This is an optimization exercise on Yosys and OpenROAD, whose aim is small area, a short achievable clock period and few clock cycles per item, not a production implementation.
Function not checked in this run: the RTL went through the layout flow alone.

==> flow/design.v <==
module alpha_compositor (
    input  wire         clk,
    input  wire         rst,         
    input  wire         cmd_valid,
    output wire         cmd_ready,
    input  wire [127:0] cmd,
    output reg          rsp_valid,
    input  wire         rsp_ready,
    output wire [47:0]  rsp
);
    localparam [7:0] OP_NOP     = 8'h00;
    localparam [7:0] OP_SQRT    = 8'h01;
    localparam [7:0] OP_MULCH   = 8'h02;
    localparam [7:0] OP_MULPX   = 8'h03;
    localparam [7:0] OP_BLENDCH = 8'h04;
    localparam [7:0] OP_BLENDPX = 8'h05;
    localparam [7:0] OP_UNITVEC = 8'h08;
    localparam [7:0] OP_SETFG   = 8'h10;
    localparam [7:0] OP_SETBG   = 8'h11;
    localparam [3:0] CAUSE_ILLEGAL  = 4'd1;
    localparam [3:0] CAUSE_RESERVED = 4'd2;
    localparam [3:0] CAUSE_RANGE    = 4'd3;
    function [5:0] isqrt6;
        input [11:0] n;
        reg   [5:0]  r;
        reg   [5:0]  c;
        integer      i;
        begin
            r = 6'd0;
            for (i = 5; i >= 0; i = i - 1) begin
                c = r | (6'd1 << i);
                if ({6'd0, c} * {6'd0, c} <= n)
                    r = c;
            end
            isqrt6 = r;
        end
    endfunction
    function [15:0] mulch;
        input [5:0] p;
        input [5:0] a;
        reg   [11:0] sq;
        begin
            sq    = {6'd0, p} * {6'd0, p};
            mulch = {6'd0, sq[11:2]} * {10'd0, a};
        end
    endfunction
    function [5:0] scale;
        input [5:0] c;
        input [5:0] a;
        reg   [15:0] m;
        begin
            m     = mulch(c, a);
            scale = isqrt6(m[15:4]);
        end
    endfunction
    function [5:0] blendch;
        input [5:0] f;
        input [5:0] b;
        input [5:0] a;
        reg   [15:0] s;
        begin
            s       = mulch(f, a) + mulch(b, 6'd63 - a);
            blendch = isqrt6(s[15:4]);
        end
    endfunction
    function [5:0] exp_r;
        input [15:0] px;
        exp_r = {px[15:11], 1'b0};
    endfunction
    function [5:0] exp_g;
        input [15:0] px;
        exp_g = px[10:5];
    endfunction
    function [5:0] exp_b;
        input [15:0] px;
        exp_b = {px[4:0], 1'b0};
    endfunction
    function [15:0] pack;
        input [5:0] r;
        input [5:0] g;
        input [5:0] b;
        pack = {r[5:1], g, b[5:1]};
    endfunction
    function [15:0] mulpx;
        input [15:0] px;
        input [15:0] alpha;
        begin
            if (alpha >= 16'd63)
                mulpx = px;
            else
                mulpx = pack(scale(exp_r(px), alpha[5:0]),
                             scale(exp_g(px), alpha[5:0]),
                             scale(exp_b(px), alpha[5:0]));
        end
    endfunction
    function [15:0] blendpx;
        input [15:0] fg;
        input [15:0] bg;
        input [15:0] alpha;
        begin
            if (bg == 16'h0000)
                blendpx = mulpx(fg, alpha);
            else if (alpha >= 16'd63)
                blendpx = fg;
            else if (alpha == 16'd0)
                blendpx = bg;
            else
                blendpx = pack(blendch(exp_r(fg), exp_r(bg), alpha[5:0]),
                               blendch(exp_g(fg), exp_g(bg), alpha[5:0]),
                               blendch(exp_b(fg), exp_b(bg), alpha[5:0]));
        end
    endfunction
    function [7:0] sine_q;
        input [6:0] idx;
        begin
            case (idx)
                7'd0:  sine_q = 8'd0;    7'd1:  sine_q = 8'd6;
                7'd2:  sine_q = 8'd11;   7'd3:  sine_q = 8'd17;
                7'd4:  sine_q = 8'd22;   7'd5:  sine_q = 8'd28;
                7'd6:  sine_q = 8'd33;   7'd7:  sine_q = 8'd39;
                7'd8:  sine_q = 8'd44;   7'd9:  sine_q = 8'd50;
                7'd10: sine_q = 8'd55;   7'd11: sine_q = 8'd61;
                7'd12: sine_q = 8'd66;   7'd13: sine_q = 8'd72;
                7'd14: sine_q = 8'd77;   7'd15: sine_q = 8'd82;
                7'd16: sine_q = 8'd88;   7'd17: sine_q = 8'd93;
                7'd18: sine_q = 8'd98;   7'd19: sine_q = 8'd103;
                7'd20: sine_q = 8'd108;  7'd21: sine_q = 8'd113;
                7'd22: sine_q = 8'd118;  7'd23: sine_q = 8'd123;
                7'd24: sine_q = 8'd128;  7'd25: sine_q = 8'd133;
                7'd26: sine_q = 8'd138;  7'd27: sine_q = 8'd142;
                7'd28: sine_q = 8'd147;  7'd29: sine_q = 8'd151;
                7'd30: sine_q = 8'd156;  7'd31: sine_q = 8'd160;
                7'd32: sine_q = 8'd165;  7'd33: sine_q = 8'd169;
                7'd34: sine_q = 8'd173;  7'd35: sine_q = 8'd177;
                7'd36: sine_q = 8'd181;  7'd37: sine_q = 8'd185;
                7'd38: sine_q = 8'd189;  7'd39: sine_q = 8'd192;
                7'd40: sine_q = 8'd196;  7'd41: sine_q = 8'd200;
                7'd42: sine_q = 8'd203;  7'd43: sine_q = 8'd206;
                7'd44: sine_q = 8'd210;  7'd45: sine_q = 8'd213;
                7'd46: sine_q = 8'd216;  7'd47: sine_q = 8'd219;
                7'd48: sine_q = 8'd222;  7'd49: sine_q = 8'd224;
                7'd50: sine_q = 8'd227;  7'd51: sine_q = 8'd230;
                7'd52: sine_q = 8'd232;  7'd53: sine_q = 8'd234;
                7'd54: sine_q = 8'd237;  7'd55: sine_q = 8'd239;
                7'd56: sine_q = 8'd241;  7'd57: sine_q = 8'd242;
                7'd58: sine_q = 8'd244;  7'd59: sine_q = 8'd246;
                7'd60: sine_q = 8'd247;  7'd61: sine_q = 8'd249;
                7'd62: sine_q = 8'd250;  7'd63: sine_q = 8'd251;
                7'd64: sine_q = 8'd252;  7'd65: sine_q = 8'd253;
                7'd66: sine_q = 8'd254;  7'd67: sine_q = 8'd254;
                default: sine_q = 8'd255;
            endcase
        end
    endfunction
    function [15:0] sine_full;
        input [8:0] t;
        reg   [1:0] q;
        reg   [6:0] r;
        reg   [6:0] idx;
        reg   [7:0] mag;
        begin
            q   = t / 9'd72;
            r   = t % 9'd72;
            idx = q[0] ? (7'd72 - r) : r;
            mag = sine_q(idx);
            sine_full = q[1] ? (16'd0 - {8'd0, mag}) : {8'd0, mag};
        end
    endfunction
    wire [7:0]  op  = cmd[127:120];
    wire [23:0] rsv = cmd[119:96];
    wire [15:0] f0  = cmd[95:80];
    wire [15:0] f1  = cmd[79:64];
    wire [15:0] f2  = cmd[63:48];
    wire [15:0] f3  = cmd[47:32];
    wire [15:0] f4  = cmd[31:16];
    wire [15:0] f5  = cmd[15:0];
    reg       legal;
    reg [2:0] n_slots;       
    reg       range_bad;
    always @(*) begin
        legal     = 1'b1;
        n_slots   = 3'd0;
        range_bad = 1'b0;
        case (op)
            OP_NOP:     n_slots = 3'd0;
            OP_SQRT: begin
                n_slots   = 3'd1;
                range_bad = (f0 > 16'd4095);
            end
            OP_MULCH: begin
                n_slots   = 3'd2;
                range_bad = (f0 > 16'd63) || (f1 > 16'd63);
            end
            OP_MULPX:   n_slots = 3'd2;
            OP_BLENDCH: begin
                n_slots   = 3'd3;
                range_bad = (f0 > 16'd63) || (f1 > 16'd63) || (f2 > 16'd63);
            end
            OP_BLENDPX: n_slots = 3'd3;
            OP_UNITVEC: n_slots = 3'd1;
            OP_SETFG:   n_slots = 3'd1;
            OP_SETBG:   n_slots = 3'd1;
            default:    legal = 1'b0;
        endcase
    end
    wire reserved_bad = (rsv != 24'd0)
                     || (n_slots < 3'd1 && f0 != 16'd0)
                     || (n_slots < 3'd2 && f1 != 16'd0)
                     || (n_slots < 3'd3 && f2 != 16'd0)
                     || (f3 != 16'd0) || (f4 != 16'd0) || (f5 != 16'd0);
    wire [16:0] th_sum = {1'b0, f0} + 17'd16;
    wire [8:0]  th     = th_sum % 17'd288;
    wire [8:0]  th_cos = (th >= 9'd216) ? (th - 9'd216) : (th + 9'd72);
    wire [15:0] uv_dx = 16'd0 - sine_full(th);
    wire [15:0] uv_dy = sine_full(th_cos);
    reg [15:0] result;
    always @(*) begin
        case (op)
            OP_SQRT:    result = {10'd0, isqrt6(f0[11:0])};
            OP_MULCH:   result = mulch(f0[5:0], f1[5:0]);
            OP_MULPX:   result = mulpx(f0, f1);
            OP_BLENDCH: result = {10'd0, blendch(f0[5:0], f1[5:0], f2[5:0])};
            OP_BLENDPX: result = blendpx(f0, f1, f2);
            OP_UNITVEC: result = uv_dx;
            default:    result = 16'd0;
        endcase
    end
    wire writes_res0 = (op == OP_SQRT) || (op == OP_MULCH) || (op == OP_MULPX)
                    || (op == OP_BLENDCH) || (op == OP_BLENDPX) || (op == OP_UNITVEC);
    reg [15:0] status;
    reg [15:0] res0;
    reg [15:0] res1;
    assign cmd_ready = !rsp_valid || rsp_ready;
    assign rsp       = {status, res1, res0};
    wire accept = cmd_valid && cmd_ready;
    always @(posedge clk) begin
        if (rst) begin
            status    <= 16'd0;
            res0      <= 16'd0;
            res1      <= 16'd0;
            rsp_valid <= 1'b0;
        end else begin
            if (accept) begin
                rsp_valid <= 1'b1;
                if (!status[0]) begin
                    if (!legal)
                        status <= {op, CAUSE_ILLEGAL, 3'b000, 1'b1};
                    else if (reserved_bad)
                        status <= {op, CAUSE_RESERVED, 3'b000, 1'b1};
                    else if (range_bad)
                        status <= {op, CAUSE_RANGE, 3'b000, 1'b1};
                    else begin
                        if (writes_res0)
                            res0 <= result;
                        if (op == OP_UNITVEC)
                            res1 <= uv_dy;
                    end
                end
            end else if (rsp_ready) begin
                rsp_valid <= 1'b0;
            end
        end
    end
endmodule
==> flow/run.sh <==
#!/bin/bash
# synth_recipe.tcl (not shown) runs the flow's synth.tcl, then flattens the netlist and writes it again
# the make line also repeats each setting of config.mk as NAME=value (left out here)
make -C /OpenROAD-flow-scripts/flow DESIGN_CONFIG=/design/flow/config.mk WORK_HOME=/design/flow/orfs CLKGATE_MAP_FILE= SYNTH_SCRIPT=/design/flow/synth_recipe.tcl finish
==> flow/config.mk <==
export PLATFORM = sky130hd
export DESIGN_NAME = alpha_compositor
export DESIGN_NICKNAME = alpha_compositor
export VERILOG_FILES = /design/flow/design.v
export SDC_FILE = /design/flow/constraint.sdc
export NUM_CORES = 4
export LEC_CHECK = 0
export CAP_MARGIN = 20
export CORE_MARGIN = 2
export CORE_UTILIZATION = 40
export SLEW_MARGIN = 20
==> flow/constraint.sdc <==
create_clock -name core_clock -period 33.0 [get_ports {clk}]
set_input_delay 6.6000 -clock core_clock [delete_from_list [all_inputs] [get_ports {clk}]]
set_output_delay 6.6000 -clock core_clock [all_outputs]
set_load 0.01 [all_outputs]
==> flow_metrics.tcl <==
set metrics [dict create \
    run_status "complete, no violations" \
    cp-start-kind "primary input" \
    synthDistinctLibCells 115 \
    rsz0062_at_grt "no" \
    yosys.area.top_type "ha_1" \
    fp.dieH_um 355 \
    ant_nets 0 \
    hp-class "flop to flop" \
    yosys_warnings 1 \
    grt_antenna_before_repair 2 \
    slew-limit-headroom_pct 23.7 \
    wl_um 134000 \
    async_flop_share_pct 0 \
    drive_gt1_share_pct 4.19 \
    crit_path_end_kind "flop" \
    clock_sinks 37 \
    hold_buffers 0 \
    cts_max_level 2 \
    critical_path_class "primary input to flop" \
    cts_setup_buffers 0 \
    cp_slowest_cell "o31ai_1" \
    synth.most_common_cell "ha_1" \
    portBuffers 176 \
    grt_max_degree 51 \
    core_area_um2 122000 \
    cpPeakStageDelay_ns 0.64 \
    cp.arrival_ns 31.37 \
    synthAdderAreaFrac_pct 47.2 \
    drtIter0Drc 2806 \
    drv_slew 0 \
    clockBufferDepth 2 \
    setup_tns_ns 0 \
    grt_pass1_vias 42900 \
    post-route-period-util_pct 94.6 \
    synth_mux_area_share_pct 0.756 \
    synth_compound_area_share_pct 15.5 \
    required_ns 33.14 \
    fin_skew_ns 0.0143 \
    vias_per_cell 5.40 \
    synth_edf_count 0 \
    synth_top_family_by_area "adder cells" \
    cpMostUsedCell "ha_1" \
    syn2layout_area_growth_pct 7.47 \
    synth_top_area_share_pct 24.8 \
    root_buffer "clkbuf_16" \
    grt_pass1_wl_um 224000 \
    synth_xor_area_share_pct 7.82 \
    cts_tree "built" \
    setup_violations 0 \
    holdWs_ns 0.492 \
    yosys-top-cells-count "976 x ha_1, 866 x inv_1, 552 x fa_1" \
    initial_utilization_pct 40.4 \
    critical_path.max_fanout 41 \
    synth_simple_gate_area_share_pct 18.4 \
    antennaDiodeCount 0 \
    core.rowCount 128 \
    drv_cap 0 \
    ys_seq_area_share_pct 1.50 \
    cts-resized-gates 0 \
    numCtsBuffers 5 \
    min_period_ns 31.23 \
    max_freq_mhz 32.0 \
    synthesis.area_um2 49300 \
    hpwlAfterDp_um 111000 \
    synth.avg_cell_area_um2 8.06 \
    layout_setup_ws_ns 1.77 \
    dieArea_um2 126000 \
    place.gp.congestion 0.931 \
    num-nets-final 7811 \
    clkTransAtPathRegs_ns 0.06 \
    hold_violations 0 \
    syn_inst 6122 \
    io_pins 182 \
    worst_pin_slew_ns 1.14 \
    drt-wirelength-per-cell_um 17.2 \
    route.vias.total 42000 \
    synth-main-ff-cell "dfxtp_1" \
    first_pass_iters 5 \
    pre_cts_ws_ns 0.346 \
    track_usage_pct 21.3 \
    clock_latency_ns 0.29 \
    remaining_drc_errors 0 \
    synth_area_leaders "ha_1 25%, fa_1 22%, inv_1 6.6%" \
    die_x_um 355 \
    overflow 0 \
    synth_seq_cells 37 \
]
-- worst paths after layout --
| path | startpoint | end | slack, ns | cells after the start |
|---|---|---|---|---|
| worst min register to register | status[8] | status[8] | 0.49 | 2 |
| worst max register to register | rsp_valid | res0[5] | 30.36 | 11 |
| worst max-delay path | cmd[67] | res0[0] | 1.77 | 97 |
| worst min-delay path | status[8] | status[8] | 0.49 | 2 |
-- area by class of cell --
type | count | area, µm²
well taps | 1625 | 2030
flip-flops and latches | 37 | 741
clock buffers | 5 | 125
fillers | 12200 | 69000
clock inverters | 3 | 46.3
inverters | 876 | 3290
multi-input cells | 4961 | 44400
repair buffers | 270 | 2400
-- cells in the final DEF (no fill, tap or decap), drive strengths merged, types with 103 or more instances in the layout --
| cell | count |
|---|---|
| ha | 976 |
| a21o | 114 |
| and2 | 207 |
| nand2b | 172 |
| buf | 108 |
| nand2 | 503 |
| fa | 552 |
| nor2 | 388 |
| inv | 872 |
| xnor2 | 336 |
| o21bai | 103 |
| o21ai | 167 |
| clkdlybuf4s50 | 162 |
| a21oi | 352 |
-- kinds of logic (layout without fill, tap and decap cells) --
family,count (synthesis),in the layout
flip-flops,37,37
multiplexers,36,36
adder cells (fa/ha/maj),1531,1531
other,1,8
buffers and inverters,1131,1154
AND/OR/NAND/NOR,1812,1812
AO/OA/AOI/OAI,1142,1142
XOR/XNOR,432,432
-- worst max-delay path, delay by kind of cell --
kind / cells / cell delay, ns
xor+xnor: 5 / 1.23
compound gates: 29 / 6.25
simple gates: 20 / 3.73
buf+inv: 14 / 2.22
fa+ha+maj: 29 / 11.26
-- metal layers --
metal | vias up | track usage, % | wire [µm]
met5 | - | 0 | 17
met4 | 2 | 3.88 | 2700
met3 | 145 | 0.933 | 5110
met2 | 959 | 36.9 | 63800
met1 | 20400 | 29.7 | 62500
li1 | 20500 | - | -
-- stage by stage --
step	std cells	utilization (%)	cell area, µm²
final	7777	43.4	53000
after global routing	7777	43.4	53000
after floorplan	6129	-	49400
after CTS	7777	43.4	52900
after global placement	7769	43.2	52800
after detailed placement	7769	43.2	52800
-- flip-flops by register name, indices dropped and copies added, names as in the netlist --
register and cells:
res0 16, rsp_valid 1, res1 9, status 11

## port drivers added, routing unchanged
In the flow no input, the clock included, has a driving cell. The finished layout below was timed again as built, in two steps.
Step 1 sets driving cells, clkbuf_16 on the clock port and buf_2 on the other inputs (assumed; they add their load-dependent delay and slew).
Step 2 moves the port delays by t, midway between the first and last clock arrival at a register: inputs arrive t later, outputs are due t later. That takes back most of the time a late clock gives input paths.
Three values: ideal ports, drivers, drivers and shift; two values: the first two.
t (ns): 0.323
setup WS [ns]: 1.769 / 1.767 / 1.444
worst hold slack (ns): 0.492 / 0.492 / 0.492
worst data-port slew with drivers (ns): 0.13
After both steps this run still meets setup and hold. The setup slack of this run moves by -0.002 ns with the drivers and by -0.325 ns with both steps.
